This is an optimization exercise on Yosys and OpenROAD, whose aim is small area, not a production implementation.
In this exercise RTL edits were held to simulation tests only and were not proved equivalent to the original.
No driver is modelled on the clock port, so clocking that relies on it looks cheaper here than on a real chip.
Power and IR drop assume default switching activity.

==> flow/design.v <==
module fcs16_table (
    input  wire [15:0] fcs,
    input  wire [7:0]  d,
    input  wire        hold,
    output wire [15:0] fcs_out
);
    wire [7:0] x = (fcs[7:0] ^ d) & {8{~hold}};
    wire [7:0] t = {x[7:4] ^ x[3:0], x[3:0]};
    assign fcs_out = {8'h00, fcs[15:8]} ^ {t, 8'h00} ^ {5'h00, t, 3'h0} ^ {12'h000, t[7:4]};
endmodule
module hdlc_tx #(
    parameter MAX_FRAME = 1500
) (
    input  wire       clk,
    input  wire       rst,
    input  wire       tx_valid,
    output wire       tx_ready,
    input  wire [1:0] tx_op,
    input  wire [7:0] tx_data,
    output wire       ts_valid,
    output wire [1:0] ts_code,
    output wire       wo_valid,
    output wire [7:0] wo_data,
    input  wire       wo_ready
);
    localparam [1:0] OP_BYTE  = 2'd0;
    localparam [1:0] OP_BEGIN = 2'd1;
    localparam [1:0] OP_END   = 2'd2;
    localparam [1:0] OP_ABORT = 2'd3;
    localparam [7:0] FLAG = 8'h7E;
    localparam [7:0] ESC  = 8'h7D;
    localparam [3:0] S_IDLE_C = 4'b0000;
    localparam [3:0] S_IDLE_O = 4'b0001;
    localparam [3:0] S_FB_LO  = 4'b1000;    
    localparam [3:0] S_FX_LO  = 4'b1010;    
    localparam [3:0] S_FB_HI  = 4'b1100;    
    localparam [3:0] S_FX_HI  = 4'b1110;    
    localparam [3:0] S_FLAG   = 4'b1001;    
    localparam [10:0] C_FULL = 11'd47;
    reg [3:0]  s;
    reg [15:0] fcs;
    reg [10:0] count;
    function automatic is_res(input [7:0] v);
        is_res = (v == 8'h7E) || (v == 8'h7D) || (v == 8'h11) || (v == 8'h13);
    endfunction
    wire idle  = (s[3:2] == 2'b00);
    wire escd  = (s[3:2] == 2'b01);
    wire flag  = s[3] & s[0];
    wire fx    = s[3] & s[1];
    wire hi    = s[2];
    wire open  = s[0];                     
    wire full  = (count == C_FULL);
    wire [7:0] b = ~fcs[7:0];
    wire d_res = is_res(tx_data);
    wire b_res = is_res(b);
    wire op_begin = (tx_op == OP_BEGIN);
    wire op_byte  = (tx_op == OP_BYTE);
    wire op_end   = (tx_op == OP_END);
    wire ok = op_begin ? !open : (open && !(op_byte && full));
    assign tx_ready = idle && wo_ready;
    assign ts_valid = tx_valid && tx_ready;
    assign ts_code  = {op_byte && open && full, ~(open ^ op_begin)};
    assign wo_valid = !idle || (tx_valid && ok && !op_end);
    reg [7:0] wd;
    always @(*) begin
        if (idle)
            wd = op_begin ? FLAG : (op_byte && !d_res) ? tx_data : ESC;
        else if (escd)
            wd = {1'b0, s[1], ~s[1], 1'b1, s[1], s[1], s[0], ~(s[1] & s[0])};
        else if (flag)
            wd = FLAG;
        else if (fx)
            wd = b ^ 8'h20;
        else
            wd = b_res ? ESC : b;
    end
    assign wo_data = wd;
    wire [15:0] fcs_upd;
    fcs16_table u_fcs (.fcs(fcs), .d(tx_data), .hold(!idle), .fcs_out(fcs_upd));
    wire accept_ok = tx_valid && tx_ready && ok;
    wire shift = wo_ready && s[3] && !flag && !hi && (fx || !b_res);
    always @(posedge clk) begin
        if (rst) begin
            s <= S_IDLE_C;
        end else if (idle) begin
            if (accept_ok) begin
                case (tx_op)
                    OP_BEGIN: s <= S_IDLE_O;
                    OP_BYTE:  s <= d_res ? {2'b01, tx_data[6], tx_data[1]} : S_IDLE_O;
                    OP_END:   s <= S_FB_LO;
                    default:  s <= S_FLAG;
                endcase
            end
        end else if (wo_ready) begin
            if (escd)
                s <= S_IDLE_O;
            else if (flag)
                s <= S_IDLE_C;
            else if (!fx && b_res)
                s <= {s[3:2], 2'b10};             
            else
                s <= hi ? S_FLAG : S_FB_HI;
        end
    end
    always @(posedge clk) begin
        if ((accept_ok && (op_begin || op_byte)) || shift)
            fcs <= (idle && op_begin) ? 16'hFFFF : fcs_upd;
        if (accept_ok && (op_begin || op_byte))
            count <= op_begin ? 11'd0 : {count[9:0], ~(count[10] ^ count[8])};
    end
endmodule
module hdlc_rx #(
    parameter MAX_FRAME = 1500
) (
    input  wire       clk,
    input  wire       rst,
    input  wire       ri_valid,
    input  wire [7:0] ri_data,
    output wire       ro_valid,
    output wire       ro_event,
    output wire [7:0] ro_data
);
    localparam [1:0] RX_HUNT = 2'd0;
    localparam [1:0] RX_DATA = 2'd1;
    localparam [1:0] RX_ESC  = 2'd2;
    localparam [7:0] FLAG = 8'h7E;
    localparam [7:0] ESC  = 8'h7D;
    localparam [10:0] N0    = 11'd0;
    localparam [10:0] N1    = 11'd1;
    localparam [10:0] NFULL = 11'd191;
    reg [1:0]  state;
    reg [10:0] n;        
    reg [7:0]  h0, h1;   
    reg [15:0] fcs;      
    wire is_flag = (ri_data == FLAG);
    wire is_esc  = (ri_data == ESC);
    wire in_esc  = (state == RX_ESC);
    wire hunt    = (state == RX_HUNT);
    wire n0      = (n == N0);
    wire n1      = (n == N1);
    wire nfull   = (n == NFULL);
    wire [7:0]  dec_val = {ri_data[7:6], ri_data[5] ^ in_esc, ri_data[4:0]};
    wire [15:0] fcs_upd;
    fcs16_table u_fcs (.fcs(fcs), .d(dec_val), .hold(1'b0), .fcs_out(fcs_upd));
    wire fcs_good = (fcs == 16'hF0B8);
    wire decode = !hunt && !is_flag && !(is_esc && !in_esc);
    assign ro_valid = ri_valid && !hunt &&
                      (is_flag ? (in_esc || !n0) : (decode && !n0 && !n1));
    assign ro_event = is_flag || nfull;
    assign ro_data  = !ro_event ? h0 :
                      !is_flag  ? 8'd4 :
                      in_esc    ? 8'd3 :
                      n1        ? 8'd2 :
                      {7'd0, !fcs_good};
    always @(posedge clk) begin
        if (rst) begin
            state <= RX_HUNT;
        end else if (ri_valid) begin
            if (is_flag)
                state <= RX_DATA;
            else if (!hunt) begin
                if (is_esc && !in_esc)
                    state <= RX_ESC;
                else
                    state <= nfull ? RX_HUNT : RX_DATA;
            end
        end
    end
    always @(posedge clk) begin
        if (ri_valid) begin
            if (is_flag) begin
                n   <= N0;
                fcs <= 16'hFFFF;
            end else if (decode) begin
                n   <= {n[9:0], ~(n[10] ^ n[8])};
                fcs <= fcs_upd;
                h0  <= h1;
                h1  <= dec_val;
            end
        end
    end
endmodule
module flen_tx #(
    parameter FLEN_MAX = 1500
) (
    input  wire        clk,
    input  wire        rst,
    input  wire        ft_valid,
    output wire        ft_ready,
    input  wire        ft_op,       
    input  wire [15:0] ft_len,
    input  wire [7:0]  ft_data,
    output wire        fs_valid,
    output wire [1:0]  fs_code,
    output wire        fo_valid,
    output wire [7:0]  fo_data,
    input  wire        fo_ready
);
    reg [10:0] remaining;
    reg        hi_pend;
    reg        active;     
    wire rem_zero = !active;
    wire [15:0] x = ft_len;
    wire big = |x[15:11] | (x[10] & (x[9] | (x[8] & x[7] & x[6] & (x[5] | (x[4] & x[3] & x[2] & (x[1] | x[0]))))));
    wire ok       = ft_op ? (rem_zero && !big) : !rem_zero;
    assign ft_ready = !hi_pend && fo_ready;
    assign fs_valid = ft_valid && ft_ready;
    assign fs_code  = {ft_op && rem_zero && big, ft_op ^ rem_zero};
    assign fo_valid = hi_pend || (ft_valid && ok);
    assign fo_data  = hi_pend ? {5'd0, remaining[10:8]} : ft_op ? ft_len[7:0] : ft_data;
    wire accept_ok = ft_valid && ft_ready && ok;
    wire [10:0] low_zero;
    assign low_zero[0] = 1'b1;
    genvar i;
    generate for (i = 1; i < 11; i = i + 1) begin : g_dec
        assign low_zero[i] = low_zero[i-1] & ~remaining[i-1];
    end endgenerate
    wire [10:0] rem_dec = remaining ^ low_zero;
    always @(posedge clk) begin
        if (rst) begin
            active    <= 1'b0;
            hi_pend   <= 1'b0;
        end else begin
            if (hi_pend && fo_ready)
                hi_pend <= 1'b0;
            if (accept_ok) begin
                if (ft_op) begin
                    active    <= |ft_len[10:0];
                    hi_pend   <= 1'b1;
                end else begin
                    active    <= (remaining != 11'd1);
                end
            end
        end
    end
    always @(posedge clk)
        if (accept_ok)
            remaining <= ft_op ? ft_len[10:0] : rem_dec;
endmodule
module flen_rx #(
    parameter FLEN_MAX = 1500
) (
    input  wire       clk,
    input  wire       rst,
    input  wire       fi_valid,
    input  wire       fi_abort,
    input  wire [7:0] fi_data,
    output wire       fr_valid,
    output wire [7:0] fr_data,
    output wire       fe_valid,
    output wire [2:0] fe_code
);
    localparam [1:0] FL_HDR0 = 2'd0;
    localparam [1:0] FL_HDR1 = 2'd1;
    localparam [1:0] FL_BODY = 2'd2;
    localparam [1:0] FL_SKIP = 2'd3;
    reg [1:0]  state;
    reg [15:0] cnt;
    wire [15:0] x = {fi_data, cnt[7:0]};
    wire len_zero = ~|x;
    wire len_big  = |x[15:11] | (x[10] & (x[9] | (x[8] & x[7] & x[6] & (x[5] | (x[4] & x[3] & x[2] & (x[1] | x[0]))))));
    wire last     = cnt[0] & ~|cnt[15:1];
    wire byte_in  = fi_valid && !fi_abort;
    wire hdr0 = (state == FL_HDR0);
    wire hdr1 = (state == FL_HDR1);
    wire body = (state == FL_BODY);
    wire cnting = state[1];
    assign fr_valid = byte_in && body;
    assign fr_data  = fi_data;
    assign fe_valid = fi_valid && (fi_abort ? (hdr1 || body)
                                            : ((hdr1 && (len_zero || len_big)) || (body && last)));
    assign fe_code  = fi_abort ? 3'd3 : (hdr1 && len_big) ? 3'd5 : 3'd0;
    always @(posedge clk) begin
        if (rst) begin
            state <= FL_HDR0;
        end else if (fi_valid) begin
            if (fi_abort) begin
                state <= FL_HDR0;
            end else begin
                case (state)
                    FL_HDR0: state <= FL_HDR1;
                    FL_HDR1: state <= len_zero ? FL_HDR0 : len_big ? FL_SKIP : FL_BODY;
                    default: if (last) state <= FL_HDR0;
                endcase
            end
        end
    end
    wire [15:0] low_zero;
    assign low_zero[0] = 1'b1;
    genvar i;
    generate for (i = 1; i < 16; i = i + 1) begin : g_dec
        assign low_zero[i] = low_zero[i-1] & ~cnt[i-1];
    end endgenerate
    wire [15:0] dec = cnt ^ low_zero;
    always @(posedge clk) begin
        if (byte_in && (hdr0 || cnting))
            cnt[7:0] <= cnting ? dec[7:0] : fi_data;
        if (byte_in && (hdr1 || cnting))
            cnt[15:8] <= cnting ? dec[15:8] : fi_data;
    end
endmodule
module hdlc_framer (
    input  wire        clk,
    input  wire        rst,
    input  wire        tx_valid,
    output wire        tx_ready,
    input  wire [1:0]  tx_op,
    input  wire [7:0]  tx_data,
    output wire        ts_valid,
    output wire [1:0]  ts_code,
    output wire        wo_valid,
    output wire [7:0]  wo_data,
    input  wire        wo_ready,
    input  wire        ri_valid,
    input  wire [7:0]  ri_data,
    output wire        ro_valid,
    output wire        ro_event,
    output wire [7:0]  ro_data,
    input  wire        ft_valid,
    output wire        ft_ready,
    input  wire        ft_op,
    input  wire [15:0] ft_len,
    input  wire [7:0]  ft_data,
    output wire        fs_valid,
    output wire [1:0]  fs_code,
    output wire        fo_valid,
    output wire [7:0]  fo_data,
    input  wire        fo_ready,
    input  wire        fi_valid,
    input  wire        fi_abort,
    input  wire [7:0]  fi_data,
    output wire        fr_valid,
    output wire [7:0]  fr_data,
    output wire        fe_valid,
    output wire [2:0]  fe_code
);
    hdlc_tx #(.MAX_FRAME(1500)) u_tx (
        .clk(clk), .rst(rst),
        .tx_valid(tx_valid), .tx_ready(tx_ready), .tx_op(tx_op), .tx_data(tx_data),
        .ts_valid(ts_valid), .ts_code(ts_code),
        .wo_valid(wo_valid), .wo_data(wo_data), .wo_ready(wo_ready)
    );
    hdlc_rx #(.MAX_FRAME(1500)) u_rx (
        .clk(clk), .rst(rst),
        .ri_valid(ri_valid), .ri_data(ri_data),
        .ro_valid(ro_valid), .ro_event(ro_event), .ro_data(ro_data)
    );
    flen_tx #(.FLEN_MAX(1500)) u_ftx (
        .clk(clk), .rst(rst),
        .ft_valid(ft_valid), .ft_ready(ft_ready), .ft_op(ft_op), .ft_len(ft_len),
        .ft_data(ft_data),
        .fs_valid(fs_valid), .fs_code(fs_code),
        .fo_valid(fo_valid), .fo_data(fo_data), .fo_ready(fo_ready)
    );
    flen_rx #(.FLEN_MAX(1500)) u_frx (
        .clk(clk), .rst(rst),
        .fi_valid(fi_valid), .fi_abort(fi_abort), .fi_data(fi_data),
        .fr_valid(fr_valid), .fr_data(fr_data),
        .fe_valid(fe_valid), .fe_code(fe_code)
    );
endmodule
==> flow/flow/run.sh <==
#!/bin/bash
# Own layout flow: the standard synthesis unchanged, then the standard ORFS
# steps with these changes:
#  - ports are buffered with sky130_fd_sc_hd__buf_1 (still one buffer per port)
#  - CTS inserts no dummy loads
#  - before CTS, combinational cells are downsized to their smallest drive
#    strength, and repair_design fixes any slew/cap violation (flow/downsize.tcl)
#  - after CTS, clock buffers over the slew target are upsized (flow/clkfix.tcl)
# Each step's output goes to a log file of its own here.
set -euo pipefail
bash standard.sh synth > synth.log 2>&1
export BUFFER_PORTS_ARGS="-buffer_cell sky130_fd_sc_hd__buf_1"
export CTS_ARGS="-sink_clustering_enable -repair_clock_nets -dont_use_dummy_load -buf_list sky130_fd_sc_hd__clkbuf_4"
export PRE_CTS_TCL="$PWD/flow/downsize.tcl"
export POST_CTS_TCL="$PWD/flow/clkfix.tcl"
bash standard.sh floorplan > floorplan.log 2>&1
bash standard.sh place > place.log 2>&1
bash standard.sh cts > cts.log 2>&1
bash standard.sh route > route.log 2>&1
bash standard.sh finish > finish.log 2>&1
==> flow/flow/clkfix.tcl <==
# After CTS: while some clock buffer's output slew is above the target, upsize
# a buffer (clkbuf_4 -> clkbuf_8 -> clkbuf_16): the one nearest the clock root
# among those whose own output or whose fanout's output is over the target,
# then legalize the placement again.
set cf_target 0.120
set cf_next [dict create sky130_fd_sc_hd__clkbuf_2 sky130_fd_sc_hd__clkbuf_4 \
                         sky130_fd_sc_hd__clkbuf_4 sky130_fd_sc_hd__clkbuf_8 \
                         sky130_fd_sc_hd__clkbuf_8 sky130_fd_sc_hd__clkbuf_16]
proc cf_level { inst } {
  # number of clock buffers between the clock port and inst
  set lvl 0
  set pin [get_pins [$inst getName]/A]
  while { 1 } {
    set net [get_nets -of_objects $pin]
    set drv [get_pins -of_objects $net -filter "direction==output"]
    if { [llength $drv] == 0 } { return $lvl }
    set inst2 [get_cells -of_objects $drv]
    set pin [get_pins [get_full_name $inst2]/A]
    incr lvl
    if { $lvl > 20 } { return $lvl }
  }
}
for {set cf_pass 0} {$cf_pass < 30} {incr cf_pass} {
  estimate_parasitics -placement
  set cf_pick ""
  set cf_pl 100
  foreach inst [[ord::get_db_block] getInsts] {
    set m [[$inst getMaster] getName]
    if { ![string match "sky130_fd_sc_hd__clkbuf_*" $m] } { continue }
    set s [get_property [get_pins [$inst getName]/X] slew_max]
    if { $s <= $cf_target } { continue }
    # walk up while the driver can still be upsized
    set cand $inst
    while { 1 } {
      set net [get_nets -of_objects [get_pins [$cand getName]/A]]
      set drv [get_pins -of_objects $net -filter "direction==output"]
      if { [llength $drv] == 0 } { break }
      set up [[ord::get_db_block] findInst [get_full_name [get_cells -of_objects $drv]]]
      if { ![dict exists $cf_next [[$up getMaster] getName]] } { break }
      set cand $up
    }
    if { ![dict exists $cf_next [[$cand getMaster] getName]] } { set cand $inst }
    if { ![dict exists $cf_next [[$cand getMaster] getName]] } { continue }
    set l [cf_level $cand]
    if { $l < $cf_pl } { set cf_pl $l; set cf_pick $cand }
  }
  if { $cf_pick eq "" } { break }
  set m [[$cf_pick getMaster] getName]
  puts "clkfix: [$cf_pick getName] $m -> [dict get $cf_next $m]"
  replace_cell [$cf_pick getName] [dict get $cf_next $m]
}
detailed_placement
check_placement -verbose
estimate_parasitics -placement
report_worst_slack -max
report_worst_slack -min
==> flow/flow/downsize.tcl <==
# Downsize each combinational cell to the smallest cell of the same function
# (same name stem, other drive strength), then let repair_design fix any slew
# or capacitance violation this causes.
set ds_dont_use {}
if { [info exists ::env(DONT_USE_CELLS)] } { set ds_dont_use $::env(DONT_USE_CELLS) }
set ds_db [ord::get_db]
array set ds_best {}
foreach lib [$ds_db getLibs] {
  foreach m [$lib getMasters] {
    set n [$m getName]
    if { [lsearch -exact $ds_dont_use $n] >= 0 } { continue }
    if { [$m getType] ne "CORE" } { continue }
    if { ![regexp {^(sky130_fd_sc_hd__[a-z0-9]+)_([0-9]+)$} $n -> fam sz] } { continue }
    set a [expr { [$m getWidth] * [$m getHeight] }]
    if { ![info exists ds_best($fam)] || $a < [lindex $ds_best($fam) 1] } {
      set ds_best($fam) [list $n $a]
    }
  }
}
set ds_count 0
set ds_block [ord::get_db_block]
foreach inst [$ds_block getInsts] {
  set m [$inst getMaster]
  set n [$m getName]
  if { [$m getType] ne "CORE" } { continue }
  if { [$inst isFixed] } { continue }
  if { ![regexp {^(sky130_fd_sc_hd__[a-z0-9]+)_([0-9]+)$} $n -> fam sz] } { continue }
  if { [string match "*tap*" $fam] || [string match "*fill*" $fam] || [string match "*decap*" $fam] } { continue }
  if { ![info exists ds_best($fam)] } { continue }
  set target [lindex $ds_best($fam) 0]
  if { $target ne $n } {
    replace_cell [$inst getName] $target
    incr ds_count
  }
}
puts "downsize: replaced $ds_count cells"
estimate_parasitics -placement
repair_design
report_worst_slack -max
report_worst_slack -min
==> flow/standard.sh <==
#!/bin/bash
# synth_recipe.tcl (not shown) runs the flow's synth.tcl, then flattens the netlist and writes it again
# the make line also repeats each setting of config.mk as NAME=value (left out here)
make -C /OpenROAD-flow-scripts/flow DESIGN_CONFIG=/design/flow/config.mk WORK_HOME=/design/flow/orfs CLKGATE_MAP_FILE= SYNTH_SCRIPT=/design/flow/synth_recipe.tcl "${@:-finish}"
==> flow/config.mk <==
export PLATFORM = sky130hd
export DESIGN_NAME = hdlc_framer
export DESIGN_NICKNAME = hdlc_framer
export VERILOG_FILES = /design/flow/design.v
export SDC_FILE = /design/flow/constraint.sdc
export NUM_CORES = 4
export LEC_CHECK = 0
export ABC_AREA = 1
export CAP_MARGIN = 20
export CORE_MARGIN = 2
export CORE_UTILIZATION = 70
export SLEW_MARGIN = 20
==> flow/constraint.sdc <==
create_clock -name core_clock -period 6.0 [get_ports {clk}]
set_input_delay 1.2000 -clock core_clock [delete_from_list [all_inputs] [get_ports {clk}]]
set_output_delay 1.2000 -clock core_clock [all_outputs]
set_load 0.01 [all_outputs]
==> impl_metrics.toml, run 1 <==
[cells_and_area]
final_util_pct = 76.6
final_cell_area_um2 = 6650
stdcell_count = 906
drive_gt1_share_pct = 1.50
nNetsFinal = 888
syn2layout_area_growth_pct = 6.66
fill_cells = 636
antenna-diode-count = 0

[die]
core-area_um2 = 8680
start_util_pct = 71.8
io_pins = 109
fp.dieW_um = 98.4
die_h_um = 98.4
rows = 34
die_area_um2 = 9680

[place]
port_buffers = 108
dpl_cell_area_um2 = 6670
hpwl_mm = 9.79
gp_congestion = 0.917
dp.cells = 896

[drt]
routed_wirelength_mm = 12.7
vias_per_cell = 5.48
dr.first_iter.drc_count = 251
via_count = 4961
wire_per_inst_um = 14.0
drt_pass1_iterations = 5
ant_nets = 0
drc = 0

[power]
p_leak_nw = 2.83
power.density_nw_per_um2 = 258
peakVddDrop_v = 0.000210

[global_routing]
grt_pass1_vias = 4846
global_route.overflow_total = 0
grt_pass1_wl_mm = 21.0
grt_max_degree = 27
grt.total_usage_pct = 26.7
antenna_found_initial = 0

[logic_synthesis]
netlist_area_um2 = 6230
synth_nets = 786
async_flop_share_pct = 0
synth_edf_count = 97
synth_most_common_cell = "nand2_1"
syn_area_per_cell_um2 = 8.93
synth_ff_type = "edfxtp_1"
ys_warn_count = 4
synth_top_cell_area_share_pct = 46.7
yosysTopAreaCell = "edfxtp_1"
synth_cells = 698
synth-seq-cells = 107
synth_common_cells = "nand2_1, inv_1, edfxtp_1"
yosysUniqueCellTypes = 49
synth_area_leaders = "edfxtp_1, nand2_1, inv_1, ha_1, nor2_1"
ys_seq_area_share_pct = 49.9

[timing]
finalCritPeriodShare_pct = 74.3
max_freq_mhz = 224
hold-worst-slack_ps = 435
setup_tns_ps = 0
fin_skew_ps = 33.3
finalSetupViolCount = 0
slew-limit-headroom_pct = 35.9
fin_crit_ps = 4460
hold_violations = 0
drv_slew = 0
tightest_slew_ps = 962
rsz0062_at_grt = "no"

[worst_hold_path]
hold_path_class = "flip-flop to flip-flop"

[worst_setup_path]
timing.rr.end = "u_frx.cnt[15]"
cp-end-kind = "primary output"
critPathKind = "input port to primary output"
r2r-start = "u_frx.cnt[0]"
worstSetupStartpoint = "ft_op"
worst-path-stages = 9
crit_chain = "buf_1 > buf_1 > clkinv_1 > nor2_1 > nand3_1 > nand2_1 > nand2_1 > nand2_1 > buf_1"
cp.arrival_ps = 3260
slowest_stage = "buf_1"
cp_num_buf_inv = 4
crit_path_end = "fo_valid"
rrSetupSlack_ps = 2170
cpPeakStageDelay_ps = 720
path_delay_family = "buffers and inverters"
critPathMaxFanout = 26
r2r_cells = 17
startpoint_type = "input port"
required_ps = 4800

[cts]
clk_latency_ps = 330
cts_tree = "built"
path_clk_slew_ps = 110
cts_sinks = 107

[job]
max_cap_violations = 0

[status]
status = "finished clean"
[worst register-to-register path: stages, from the launching register on]
cell,delay [ps]
edfxtp_1,400
inv_1,60
ha_1,230
ha_1,210
ha_1,200
ha_1,200
ha_1,200
ha_1,190
ha_1,200
ha_1,210
ha_1,200
ha_1,200
ha_1,210
ha_1,200
ha_1,200
ha_1,200
xnor2_1,120
o21ai_0,90
[sequential cells by signal (all words and copies together), names as in the netlist]
| signal | count |
|---|---|
| u_frx.cnt | 16 |
| u_rx.fcs | 16 |
| u_tx.fcs | 16 |
| u_ftx.remaining | 11 |
| u_rx.n | 11 |
| u_tx.count | 11 |
| u_rx.h0 | 8 |
| u_rx.h1 | 8 |
| u_tx.s | 4 |
| u_frx.state | 2 |
| u_rx.state | 2 |
| u_ftx.active | 1 |
| u_ftx.hi_pend | 1 |
[final cells by class]
class / count / area, um2 / share of cell area [%]
clock buffers: 9 / 110 / 1.66
inverters: 110 / 413 / 6.21
multi-input cells: 460 / 2450 / 36.8
flip-flops and latches: 107 / 3110 / 46.8
well taps: 108 / 135 / 2.03
repair buffers: 112 / 429 / 6.45
[stage by stage]
step | setup slack [ps] | total power (W)
final | 1540 | 0.00172
after global placement | 1920 | 0.00144
after detailed placement | 1820 | 0.00146
after floorplan | 2510 | 0.00133
after global routing | 1300 | 0.00182
[worst min-delay path by stage]
| stage | from | end | slack [ps] | cells after the start |
|---|---|---|---|---|
| after floorplan | u_rx.h1[0] | u_rx.h0[0] | 400 | 0 |
| final | u_rx.h1[7] | u_rx.h0[7] | 430 | 0 |
| after detailed placement | u_rx.h1[0] | u_rx.h0[0] | 410 | 0 |
| after global routing | u_rx.h1[3] | u_rx.h0[3] | 450 | 0 |
| after global placement | u_rx.h1[5] | u_rx.h0[5] | 400 | 0 |
[where the power goes]
part           total, W  leakage [nW]  switching [W]  internal, W
Sequential     0.000912         0.960      0.0000313     0.000881
Combinational  0.000480          1.81       0.000319     0.000161
Clock          0.000324        0.0595       0.000202     0.000122
[kinds of logic (layout without fill, tap and decap cells)]
group | count (synthesis) | count (layout) | synth area share, %
AO/OA/AOI/OAI | 89 | 89 | 7.67
XOR/XNOR | 35 | 35 | 5.52
adder cells (fa/ha/maj) | 28 | 28 | 5.62
buffers and inverters | 131 | 231 | 8.83
flip-flops | 107 | 107 | 49.9
AND/OR/NAND/NOR | 308 | 308 | 22.4
[layer usage]
metal,track usage (%),wire [um],vias up
li1,-,-,2504
met1,34.5,5320,2288
met2,45.9,6420,144
met3,4.29,694,25
met4,9.17,254,0
met5,0,0,-
[cell usage in the layout (no fill, tap or decap), types with 11 or more instances in the layout]
master	synthesis	final
edfxtp_1	97	97
xor2_1	15	17
nand4_1	18	18
inv_1	105	109
nand3_1	32	34
nand2_1	135	141
ha_1	28	28
nor2_1	82	83
o21ai_0	50	54
nor3_1	10	11
xnor2_1	15	18
buf_1	0	110
a21oi_1	21	21
==> inputs of run 2 (changes only) <==
--- a/flow/design.v
+++ b/flow/design.v
@@ -36,7 +36,7 @@
     localparam [3:0] S_FB_HI  = 4'b1100;    
     localparam [3:0] S_FX_HI  = 4'b1110;    
     localparam [3:0] S_FLAG   = 4'b1001;    
-    localparam [10:0] C_FULL = 11'd47;
+    localparam [10:0] C_FULL = 11'd2000;
     reg [3:0]  s;
     reg [15:0] fcs;
     reg [10:0] count;
@@ -106,7 +106,7 @@
         if ((accept_ok && (op_begin || op_byte)) || shift)
             fcs <= (idle && op_begin) ? 16'hFFFF : fcs_upd;
         if (accept_ok && (op_begin || op_byte))
-            count <= op_begin ? 11'd0 : {count[9:0], ~(count[10] ^ count[8])};
+            count <= op_begin ? 11'h7FF : {count[9:0], count[10] ^ count[8]};
     end
 endmodule
 module hdlc_rx #(
@@ -125,9 +125,9 @@
     localparam [1:0] RX_ESC  = 2'd2;
     localparam [7:0] FLAG = 8'h7E;
     localparam [7:0] ESC  = 8'h7D;
-    localparam [10:0] N0    = 11'd0;
-    localparam [10:0] N1    = 11'd1;
-    localparam [10:0] NFULL = 11'd191;
+    localparam [10:0] N0    = 11'd2047;
+    localparam [10:0] N1    = 11'd2046;
+    localparam [10:0] NFULL = 11'd1856;
     reg [1:0]  state;
     reg [10:0] n;        
     reg [7:0]  h0, h1;   
@@ -172,7 +172,7 @@
                 n   <= N0;
                 fcs <= 16'hFFFF;
             end else if (decode) begin
-                n   <= {n[9:0], ~(n[10] ^ n[8])};
+                n   <= {n[9:0], n[10] ^ n[8]};
                 fcs <= fcs_upd;
                 h0  <= h1;
                 h1  <= dec_val;
@@ -196,8 +196,8 @@
     output wire [7:0]  fo_data,
     input  wire        fo_ready
 );
-    reg [10:0] remaining;
-    reg        hi_pend;
+    reg [10:0] nrem;         
+    reg        hi_pend;      
     reg        active;     
     wire rem_zero = !active;
     wire [15:0] x = ft_len;
@@ -207,15 +207,15 @@
     assign fs_valid = ft_valid && ft_ready;
     assign fs_code  = {ft_op && rem_zero && big, ft_op ^ rem_zero};
     assign fo_valid = hi_pend || (ft_valid && ok);
-    assign fo_data  = hi_pend ? {5'd0, remaining[10:8]} : ft_op ? ft_len[7:0] : ft_data;
+    assign fo_data  = hi_pend ? {5'd0, ~nrem[10:8]} : ft_op ? ft_len[7:0] : ft_data;
     wire accept_ok = ft_valid && ft_ready && ok;
-    wire [10:0] low_zero;
-    assign low_zero[0] = 1'b1;
+    wire [10:0] carry;
+    assign carry[0] = 1'b1;
     genvar i;
-    generate for (i = 1; i < 11; i = i + 1) begin : g_dec
-        assign low_zero[i] = low_zero[i-1] & ~remaining[i-1];
+    generate for (i = 1; i < 11; i = i + 1) begin : g_inc
+        assign carry[i] = carry[i-1] & nrem[i-1];
     end endgenerate
-    wire [10:0] rem_dec = remaining ^ low_zero;
+    wire [10:0] nrem_inc = nrem ^ carry;
     always @(posedge clk) begin
         if (rst) begin
             active    <= 1'b0;
@@ -228,14 +228,14 @@
                     active    <= |ft_len[10:0];
                     hi_pend   <= 1'b1;
                 end else begin
-                    active    <= (remaining != 11'd1);
+                    active    <= (nrem != 11'h7FE);
                 end
             end
         end
     end
     always @(posedge clk)
         if (accept_ok)
-            remaining <= ft_op ? ft_len[10:0] : rem_dec;
+            nrem <= ft_op ? ~ft_len[10:0] : nrem_inc;
 endmodule
 module flen_rx #(
     parameter FLEN_MAX = 1500
@@ -255,20 +255,26 @@
     localparam [1:0] FL_BODY = 2'd2;
     localparam [1:0] FL_SKIP = 2'd3;
     reg [1:0]  state;
-    reg [15:0] cnt;
-    wire [15:0] x = {fi_data, cnt[7:0]};
-    wire len_zero = ~|x;
-    wire len_big  = |x[15:11] | (x[10] & (x[9] | (x[8] & x[7] & x[6] & (x[5] | (x[4] & x[3] & x[2] & (x[1] | x[0]))))));
-    wire last     = cnt[0] & ~|cnt[15:1];
-    wire byte_in  = fi_valid && !fi_abort;
-    wire hdr0 = (state == FL_HDR0);
-    wire hdr1 = (state == FL_HDR1);
-    wire body = (state == FL_BODY);
-    wire cnting = state[1];
+    reg [15:0] ncnt;
+    wire hdr0   = (state == FL_HDR0);
+    wire hdr1   = (state == FL_HDR1);
+    wire body   = (state == FL_BODY);
+    wire [15:0] nx = {hdr1 ? ~fi_data : ncnt[15:8], ncnt[7:0]};
+    wire [16:0] carry;
+    assign carry[0] = 1'b1;
+    genvar i;
+    generate for (i = 1; i < 17; i = i + 1) begin : g_inc
+        assign carry[i] = carry[i-1] & nx[i-1];
+    end endgenerate
+    wire [15:0] ninc = nx ^ carry[15:0];
+    wire        zero = carry[16];         
+    wire [15:0] x = ~nx;
+    wire len_big = |x[15:11] | (x[10] & (x[9] | (x[8] & x[7] & x[6] & (x[5] | (x[4] & x[3] & x[2] & (x[1] | x[0]))))));
+    wire byte_in = fi_valid && !fi_abort;
     assign fr_valid = byte_in && body;
     assign fr_data  = fi_data;
     assign fe_valid = fi_valid && (fi_abort ? (hdr1 || body)
-                                            : ((hdr1 && (len_zero || len_big)) || (body && last)));
+                                            : ((hdr1 && (zero || len_big)) || (body && zero)));
     assign fe_code  = fi_abort ? 3'd3 : (hdr1 && len_big) ? 3'd5 : 3'd0;
     always @(posedge clk) begin
         if (rst) begin
@@ -279,24 +285,17 @@
             end else begin
                 case (state)
                     FL_HDR0: state <= FL_HDR1;
-                    FL_HDR1: state <= len_zero ? FL_HDR0 : len_big ? FL_SKIP : FL_BODY;
-                    default: if (last) state <= FL_HDR0;
+                    FL_HDR1: state <= zero ? FL_HDR0 : len_big ? FL_SKIP : FL_BODY;
+                    default: if (zero) state <= FL_HDR0;
                 endcase
             end
         end
     end
-    wire [15:0] low_zero;
-    assign low_zero[0] = 1'b1;
-    genvar i;
-    generate for (i = 1; i < 16; i = i + 1) begin : g_dec
-        assign low_zero[i] = low_zero[i-1] & ~cnt[i-1];
-    end endgenerate
-    wire [15:0] dec = cnt ^ low_zero;
     always @(posedge clk) begin
-        if (byte_in && (hdr0 || cnting))
-            cnt[7:0] <= cnting ? dec[7:0] : fi_data;
-        if (byte_in && (hdr1 || cnting))
-            cnt[15:8] <= cnting ? dec[15:8] : fi_data;
+        if (byte_in)
+            ncnt[7:0] <= hdr0 ? ~fi_data : ninc[7:0];
+        if (byte_in && !hdr0)
+            ncnt[15:8] <= ninc[15:8];
     end
 endmodule
 module hdlc_framer (
--- a/flow/flow/clkfix.tcl
+++ b/flow/flow/clkfix.tcl
@@ -2,7 +2,7 @@
 # a buffer (clkbuf_4 -> clkbuf_8 -> clkbuf_16): the one nearest the clock root
 # among those whose own output or whose fanout's output is over the target,
 # then legalize the placement again.
-set cf_target 0.120
+set cf_target 0.105
 set cf_next [dict create sky130_fd_sc_hd__clkbuf_2 sky130_fd_sc_hd__clkbuf_4 \
                          sky130_fd_sc_hd__clkbuf_4 sky130_fd_sc_hd__clkbuf_8 \
                          sky130_fd_sc_hd__clkbuf_8 sky130_fd_sc_hd__clkbuf_16]
--- a/flow/config.mk
+++ b/flow/config.mk
@@ -8,5 +8,5 @@
 export ABC_AREA = 1
 export CAP_MARGIN = 20
 export CORE_MARGIN = 2
-export CORE_UTILIZATION = 70
+export CORE_UTILIZATION = 50
 export SLEW_MARGIN = 20
==> impl_metrics.toml, run 2 <==
[cts]
cts_tree = "built"
path_clk_slew_ps = 90
cts_sinks = 107
clk_latency_ps = 330

[logic_synthesis]
ys_warn_count = 4
ys_seq_area_share_pct = 50.6
synth_edf_count = 97
yosysUniqueCellTypes = 48
synth_common_cells = "nand2_1, edfxtp_1, inv_1"
netlist_area_um2 = 6150
async_flop_share_pct = 0
synth_area_leaders = "edfxtp_1, nand2_1, ha_1, inv_1, o21ai_0"
syn_area_per_cell_um2 = 9.15
synth_ff_type = "edfxtp_1"
synth_cells = 673
synth_nets = 762
synth_top_cell_area_share_pct = 47.3
synth-seq-cells = 107
synth_most_common_cell = "nand2_1"
yosysTopAreaCell = "edfxtp_1"

[worst_setup_path]
critPathKind = "flip-flop to primary output"
startpoint_type = "flip-flop"
path_delay_family = "adder cells"
required_ps = 4800
cpPeakStageDelay_ps = 410
slowest_stage = "edfxtp_1"
path_common_cell = "ha_1"
crit_chain = "ha_1 > ha_1 > ha_1 > ha_1 > ha_1 > ha_1 > ha_1 > ha_1 > ha_1 > ha_1 > ha_1 > ha_1 > ha_1 > ha_1 > ha_1 > o21ai_0 > nand3_1 > nand2_1 > inv_1 > buf_1"
cp_num_buf_inv = 2
worstSetupStartpoint = "u_frx.ncnt[0]"
cp.arrival_ps = 4040
critPathMaxFanout = 3
cp-end-kind = "primary output"
r2r-start = "u_frx.ncnt[0]"

[drt]
dr.first_iter.drc_count = 366
drt_pass1_iterations = 4
routed_wirelength_mm = 12.6
drc = 0
via_count = 4696
wire_per_inst_um = 13.7
vias_per_cell = 5.10
ant_nets = 0

[cells_and_area]
largest_registers = "u_frx.ncnt: 16 flops, u_rx.fcs: 16 flops, u_tx.fcs: 16 flops"
final_common_cell = "nand2_1"
final_cell_mix = "nand2_1, buf_1, edfxtp_1"
fill_cells = 1136
syn2layout_area_growth_pct = 7.62
antenna-diode-count = 0
nNetsFinal = 864
drive_gt1_share_pct = 1.16
final_cell_area_um2 = 6620

[timing]
drv_slew = 0
setup_tns_ps = 0
tightest_slew_ps = 950
finalCritPeriodShare_pct = 87.3
hold_violations = 0
slew-limit-headroom_pct = 36.4
fin_crit_ps = 5240
rsz0062_at_grt = "no"
worst_slack_ps = 764
finalSetupViolCount = 0
max_freq_mhz = 191
fin_skew_ps = 24.0

[die]
io_pins = 109
core-area_um2 = 12000
die_area_um2 = 13200
rows = 40
die_h_um = 115
start_util_pct = 51.2
fp.dieW_um = 115

[job]
max_cap_violations = 0

[worst_hold_path]
hp-start = "u_rx.h1[0]"
hold_path_class = "flip-flop to flip-flop"

[place]
hpwl_mm = 9.67
dpl_cell_area_um2 = 6650
gp_congestion = 0.817
port_buffers = 108
dp_slack_ps = 1100

[global_routing]
grt_max_degree = 26
global_route.overflow_total = 0
grt.total_usage_pct = 19.8
antenna_found_initial = 0
grt_pass1_wl_mm = 20.9
grt_pass1_vias = 4560

[status]
status = "finished clean"

[power]
power.density_nw_per_um2 = 266
p_leak_nw = 2.78
peakVddDrop_v = 0.000201
finalPower_w = 0.00176
## run 2: changes by cell type after synthesis, moves of 3 or more
cell and change:
a31oi_1 -4, xor2_1 +4, o21ai_0 -3, nand4_1 -6
nor2_1 -21, inv_1 -24, o21ai_2 +4, nand2_1 +26
a21oi_1 -4, nand2_2 +4
## run 2: path summary, 6_finish.rpt
| kind | to | slack (ps) | cells after the start |
|---|---|---|---|
| max | fe_valid | 760 | 20 |
| min | u_rx.h0[0] | 430 | 0 |
| max reg2reg | u_frx.state[0] | 2070 | 20 |
| min reg2reg | u_rx.h0[0] | 430 | 0 |
## run 2: metrics by stage
stage | util, % | hold slack, ps | std cells
final | 55.1 | 431 | 920
after global placement | 55.3 | 404 | 910
after detailed placement | 55.4 | 406 | 911
after floorplan | - | 400 | 673
after global routing | 55.1 | 437 | 920
## run 2: cells by family (layout without fill, tap and decap cells)
kind of cell               Yosys count  count (layout)  synth area share [%]
xor gates and xnor gates            37              37                  5.88
buffers and inverters              106             206                  7.40
adders and majority gates           29              29                  5.90
muxes                                1               1                 0.163
AOI/OAI and AO/OA                   82              82                  7.44
DFF                                107             107                  50.6
and+or+nand+nor                    311             311                  22.6
## run 2: layout make-up
| class | instances | area (um2) | share of cell area (%) |
|---|---|---|---|
| clock buffer | 9 | 135 | 2.04 |
| tap | 147 | 184 | 2.78 |
| timing repair buffer | 112 | 420 | 6.35 |
| sequential | 107 | 3110 | 47.0 |
| inverter | 85 | 319 | 4.82 |
| multi-input combinational | 460 | 2450 | 37.0 |
## run 2: per-layer routing
metal	wire length [um]	GRT usage (%)
met2	6060	33.4
met3	447	2.90
met5	0	0
met4	126	6.91
met1	5960	26.2
## run 2: report_power, final
part           leakage, nW  total (W)  switching [W]  internal [W]
logic                 1.75   0.000482       0.000315      0.000167
registers            0.958   0.000914      0.0000303      0.000884
clock network       0.0698   0.000366       0.000215      0.000151
total                 2.78    0.00176       0.000560       0.00120
==> inputs of run 3 (changes only) <==
--- a/flow/design.v
+++ b/flow/design.v
@@ -198,8 +198,6 @@
 );
     reg [10:0] nrem;         
     reg        hi_pend;      
-    reg        active;     
-    wire rem_zero = !active;
     wire [15:0] x = ft_len;
     wire big = |x[15:11] | (x[10] & (x[9] | (x[8] & x[7] & x[6] & (x[5] | (x[4] & x[3] & x[2] & (x[1] | x[0]))))));
     wire ok       = ft_op ? (rem_zero && !big) : !rem_zero;
@@ -216,26 +214,24 @@
         assign carry[i] = carry[i-1] & nrem[i-1];
     end endgenerate
     wire [10:0] nrem_inc = nrem ^ carry;
+    wire        rem_zero = carry[10] & nrem[10];     
     always @(posedge clk) begin
         if (rst) begin
-            active    <= 1'b0;
-            hi_pend   <= 1'b0;
+            nrem    <= 11'h7FF;
+            hi_pend <= 1'b0;
         end else begin
             if (hi_pend && fo_ready)
                 hi_pend <= 1'b0;
             if (accept_ok) begin
                 if (ft_op) begin
-                    active    <= |ft_len[10:0];
-                    hi_pend   <= 1'b1;
+                    nrem    <= ~ft_len[10:0];
+                    hi_pend <= 1'b1;
                 end else begin
-                    active    <= (nrem != 11'h7FE);
+                    nrem    <= nrem_inc;
                 end
             end
         end
     end
-    always @(posedge clk)
-        if (accept_ok)
-            nrem <= ft_op ? ~ft_len[10:0] : nrem_inc;
 endmodule
 module flen_rx #(
     parameter FLEN_MAX = 1500
==> impl_metrics.toml, run 3 <==
[status]
status = "finished clean"

[power]
power.density_nw_per_um2 = 311
p_seq_share_pct = 46.5
peakVddDrop_v = 0.000119
clkPwrFrac_pct = 18.6
p_leak_nw = 2.75
intPower_w = 0.00132
p_switching_w = 0.000730
switching_share_pct = 35.6
p_comb_share_pct = 34.9

[drt]
ant_nets = 0
dr.first_iter.drc_count = 288
vias_per_cell = 5.18
routed_wirelength_mm = 12.8
drc = 0
wire_per_inst_um = 13.7
via_count = 4861
drt_pass1_iterations = 5

[timing]
rsz0062_at_grt = "no"
hold_violations = 0
tightest_slew_ps = 948
fin_crit_ps = 5280
drv_slew = 0
finalSetupViolCount = 0
setup_tns_ps = 0
slew-limit-headroom_pct = 36.6
finalCritPeriodShare_pct = 88.0
fin_skew_ps = 17.1
max_freq_mhz = 189

[die]
die_area_um2 = 13200
io_pins = 109
core-area_um2 = 12000
start_util_pct = 51.3
die_h_um = 115
fp.dieW_um = 115
rows = 40

[cells_and_area]
largest_registers = "u_frx.ncnt: 16 flops, u_rx.fcs: 16 flops, u_tx.fcs: 16 flops"
antenna-diode-count = 0
nNetsFinal = 883
final_cell_mix = "nand2_1, buf_1, edfxtp_1"
fill_cells = 1151
drive_gt1_share_pct = 1.26
final_common_cell = "nand2_1"
final_cell_area_um2 = 6610
stdcell_count = 939
syn2layout_area_growth_pct = 7.34

[logic_synthesis]
syn_area_per_cell_um2 = 8.82
ys_warn_count = 4
synth-seq-cells = 106
ys_seq_area_share_pct = 48.4
synth_cells = 698
synth_edf_count = 86
synth_area_leaders = "edfxtp_1, nand2_1, dfxtp_1, ha_1, inv_1"
synth_top_cell_area_share_pct = 41.9
yosysTopAreaCell = "edfxtp_1"
synth_most_common_cell = "nand2_1"
async_flop_share_pct = 0
netlist_area_um2 = 6160
synth_common_cells = "nand2_1, edfxtp_1, inv_1"
synth_ff_type = "edfxtp_1"
yosysUniqueCellTypes = 43
synth_nets = 787

[place]
dpl_cell_area_um2 = 6600
port_buffers = 108
dp.cells = 929
hpwl_mm = 9.64
gp_congestion = 0.871

[cts]
path_clk_slew_ps = 90
cts_sinks = 106
clk_latency_ps = 330
cts_tree = "built"

[global_routing]
grt_max_degree = 29
grt_pass1_wl_mm = 21.2
antenna_found_initial = 0
global_route.overflow_total = 0
grt.total_usage_pct = 20.0
grt_pass1_vias = 4661

[worst_setup_path]
critPathKind = "flip-flop to primary output"
cp-end-kind = "primary output"
startpoint_type = "flip-flop"
critPathMaxFanout = 3
required_ps = 4800
cp.arrival_ps = 4080

[job]
max_cap_violations = 0

[worst_hold_path]
hold_path_class = "flip-flop to flip-flop"
## run 3: kinds of logic after synthesis
group	after synthesis	share of synthesized area, %
AOI/OAI and AO/OA	83	7.74
buffers and inverters	108	7.76
DFF	106	48.4
xor gates and xnor gates	37	5.87
adders and majority gates	29	5.89
and+or+nand+nor	335	24.3
## run 3: area by class of cell
cell class                 instances  area [um2]  share of cell area (%)
inverter                          81         304                    4.60
multi-input combinational        484        2550                    38.5
tap                              147         184                    2.78
clock buffer                       9         146                    2.22
sequential                       106        2980                    45.1
timing repair buffer             112         444                    6.72
## run 3: final timing paths
check                startpoint        endpoint  depth (start not counted)  slack, ps
setup / recovery  u_frx.ncnt[0]        fe_valid                         20        720
hold / removal       u_rx.h1[0]      u_rx.h0[0]                          0        420
setup reg to reg  u_frx.ncnt[0]  u_frx.state[0]                         18       2050
hold reg to reg      u_rx.h1[0]      u_rx.h0[0]                          0        420
## run 3: per-layer routing
layer  wire [um]  up-vias  GRT usage, %
met1        6270     2234          27.7
met4         179        0          7.55
met2        5880      129          32.5
met3         503       15          2.42
li1            -     2483             -
met5           0        -             0
## run 3: power groups by stage
stage	logic [W]	registers, W	clock network (W)
2_1_floorplan	0.000618	0.000956	0
3_3_place_gp	0.000778	0.000970	0
3_5_place_dp	0.000789	0.000971	0
5_1_grt	0.000826	0.000962	0.000425
6_report	0.000715	0.000955	0.000382
## run 3: critical path, stage by stage, from the launching register on
cell and delay, ps:
edfxtp_1 400, ha_1 230, ha_1 210, ha_1 200, ha_1 190, ha_1 200, ha_1 190, ha_1 200
ha_1 180, ha_1 180, ha_1 190, ha_1 180, ha_1 190, ha_1 190, ha_1 180, ha_1 210
inv_1 80, a21oi_1 40, o21bai_1 150, inv_1 50, buf_1 120
## run 3: metrics by stage
step	util [%]	hold slack (ps)	worst slack, ps	power, W
after global routing	55.0	427	477	0.00221
final	55.0	418	719	0.00205
after global placement	54.9	401	1180	0.00175
after floorplan	-	400	1390	0.00157
after detailed placement	54.9	410	1070	0.00176
==> inputs of run 4 (changes only) <==
--- a/flow/design.v
+++ b/flow/design.v
@@ -264,7 +264,7 @@
     end endgenerate
     wire [15:0] ninc = nx ^ carry[15:0];
     wire        zero = carry[16];         
-    wire [15:0] x = ~nx;
+    wire [15:0] x = {fi_data, ~ncnt[7:0]};
     wire len_big = |x[15:11] | (x[10] & (x[9] | (x[8] & x[7] & x[6] & (x[5] | (x[4] & x[3] & x[2] & (x[1] | x[0]))))));
     wire byte_in = fi_valid && !fi_abort;
     assign fr_valid = byte_in && body;
==> impl_metrics.toml, run 4 <==
[status]
status = "finished clean"

[logic_synthesis]
yosysTopAreaCell = "edfxtp_1"
synth_cells = 693
synth_area_leaders = "edfxtp_1, nand2_1, dfxtp_1, ha_1, o21ai_0"
yosysUniqueCellTypes = 41
synth_top_cell_area_share_pct = 42.4
synth_common_cells = "nand2_1, edfxtp_1, inv_1"
synth_nets = 782
synth_most_common_cell = "nand2_1"
synth_ff_type = "edfxtp_1"
syn_area_per_cell_um2 = 8.79
synth-seq-cells = 106
ys_warn_count = 4
netlist_area_um2 = 6090
async_flop_share_pct = 0
synth_edf_count = 86
ys_seq_area_share_pct = 48.9

[power]
intPower_w = 0.00125
p_leak_nw = 2.78
finalPower_w = 0.00191
p_switching_w = 0.000651
p_comb_share_pct = 31.8
peakVddDrop_v = 0.000144
clkPwrFrac_pct = 19.6
switching_share_pct = 34.2
p_seq_share_pct = 48.7
power.density_nw_per_um2 = 288

[timing]
finalCritPeriodShare_pct = 89.6
fin_skew_ps = 16.0
hold_violations = 0
slew-limit-headroom_pct = 34.8
drv_slew = 0
rsz0062_at_grt = "no"
finalSetupViolCount = 0
fin_crit_ps = 5370
hold-worst-slack_ps = 424
max_freq_mhz = 186
setup_tns_ps = 0
tightest_slew_ps = 974

[drt]
drc = 0
routed_wirelength_mm = 12.3
via_count = 4850
ant_nets = 0
dr.first_iter.drc_count = 249
drt_pass1_iterations = 4
vias_per_cell = 5.18
wire_per_inst_um = 13.1

[place]
hpwl_mm = 9.18
port_buffers = 108
gp_congestion = 0.887

[cts]
path_clk_slew_ps = 90
cts_sinks = 106
cts_tree = "built"
clk_latency_ps = 330

[cells_and_area]
final_common_cell = "nand2_1"
fill_cells = 1150
largest_registers = "u_frx.ncnt: 16 flops, u_rx.fcs: 16 flops, u_tx.fcs: 16 flops"
antenna-diode-count = 0
syn2layout_area_growth_pct = 8.44
final_util_pct = 55.3
drive_gt1_share_pct = 1.77
nNetsFinal = 880
final_cell_mix = "nand2_1, buf_1, edfxtp_1"

[die]
die_h_um = 114
die_area_um2 = 13100
rows = 40
core-area_um2 = 12000
start_util_pct = 51.0
fp.dieW_um = 114
io_pins = 109

[worst_setup_path]
startpoint_type = "flip-flop"
critPathKind = "flip-flop to primary output"
worstSetupStartpoint = "u_frx.ncnt[0]"
r2r-start = "u_frx.ncnt[0]"
required_ps = 4800
cp.arrival_ps = 4170
cp-end-kind = "primary output"
critPathMaxFanout = 3

[global_routing]
grt_max_degree = 29
grt_pass1_vias = 4391
antenna_found_initial = 0
global_route.overflow_total = 0
grt.total_usage_pct = 19.5
grt_pass1_wl_mm = 20.2

[worst_hold_path]
hp-start = "u_rx.h1[6]"
hold_path_class = "flip-flop to flip-flop"

[job]
max_cap_violations = 0
## run 4: worst paths after layout
path	slack [ps]	to	cells after the start
setup / recovery	630	fe_valid	19
hold / removal	420	u_rx.h0[6]	0
setup reg to reg	1970	u_frx.state[0]	20
hold reg to reg	420	u_rx.h0[6]	0
## run 4: cell type report
class | instances | area (um2) | area share (%)
inverter | 82 | 308 | 4.66
clock buffer | 9 | 135 | 2.04
sequential | 106 | 2980 | 45.1
timing repair buffer | 113 | 458 | 6.93
tap | 147 | 184 | 2.78
multi-input combinational | 479 | 2540 | 38.5
## run 4: kinds of logic after synthesis
logic type	count (synthesis)	share of synthesized area, %
AND/OR/NAND/NOR	331	25.0
flip-flops	106	48.9
AO/OA/AOI/OAI	86	7.43
buffers and inverters	108	7.66
adder cells (fa/ha/maj)	29	5.95
XOR/XNOR	33	4.99
## run 4: power by group through the flow
stage / Combinational (W) / Sequential (W) / Clock, W
after floorplan: 0.000500 / 0.000933 / 0
after global placement: 0.000627 / 0.000947 / 0
after detailed placement: 0.000634 / 0.000949 / 0
after global routing: 0.000701 / 0.000935 / 0.000416
final: 0.000605 / 0.000927 / 0.000372
## run 4: routing by layer
metal  track usage, %  wire length [um]  vias to the layer above
met2             31.2              5760                      105
met3             4.98               476                        7
li1                 -                 -                     2492
met1             26.3              5900                     2246
met5                0                 0                        -
met4             5.77               124                        0
## run 4: through the flow
step	area (um2)	std cells	setup slack, ps
3_3_place_gp	6540	923	1020
5_1_grt	6610	936	364
6_report	6610	936	625
3_5_place_dp	6540	923	982
2_1_floorplan	6090	693	1250
## run 4: critical path: stages, from the launching register on
cell and delay [ps]:
edfxtp_1 400, ha_1 230, ha_1 200, ha_1 200, ha_1 200, ha_1 190
ha_1 200, ha_1 200, ha_1 200, ha_1 200, ha_1 210, ha_1 200
ha_1 200, ha_1 200, ha_1 200, ha_1 210, o21a_1 110, o21ai_0 140
inv_1 50, buf_1 120

==> static timing again, ports no longer ideal <==
The results above use ideal ports. As a check the final layouts listed here were re-extracted and re-timed, cells and wires unchanged. Step 1 (the two cells are an assumption about what drives the block):
set clk [get_ports {clk}]
set_driving_cell -lib_cell sky130_fd_sc_hd__clkbuf_16 $clk
set_driving_cell -lib_cell sky130_fd_sc_hd__buf_2 [delete_from_list [all_inputs] $clk]
Step 2 also shifts input and output timing later by t, the mid clock arrival at the registers, as if the neighbouring blocks saw the same clock. a / b / c = no drivers / after step 1 / after step 2; a / b = the first two.
run | t, ns | setup WS [ns] | cell pins on the clock port's net
run 1 | 0.354 | 1.542 / 1.513 / 1.513 | 1
run 2 | 0.358 | 0.764 / 0.722 / 1.080 | 1
run 3 | 0.360 | 0.719 / 0.681 / 1.041 | 1
run 4 | 0.361 | 0.625 / 0.588 / 0.949 | 1
After both steps setup and hold are still met in every run listed. The setup slack of run 1, which loses most, moves by -0.029 ns with the drivers and by -0.029 ns with both steps.
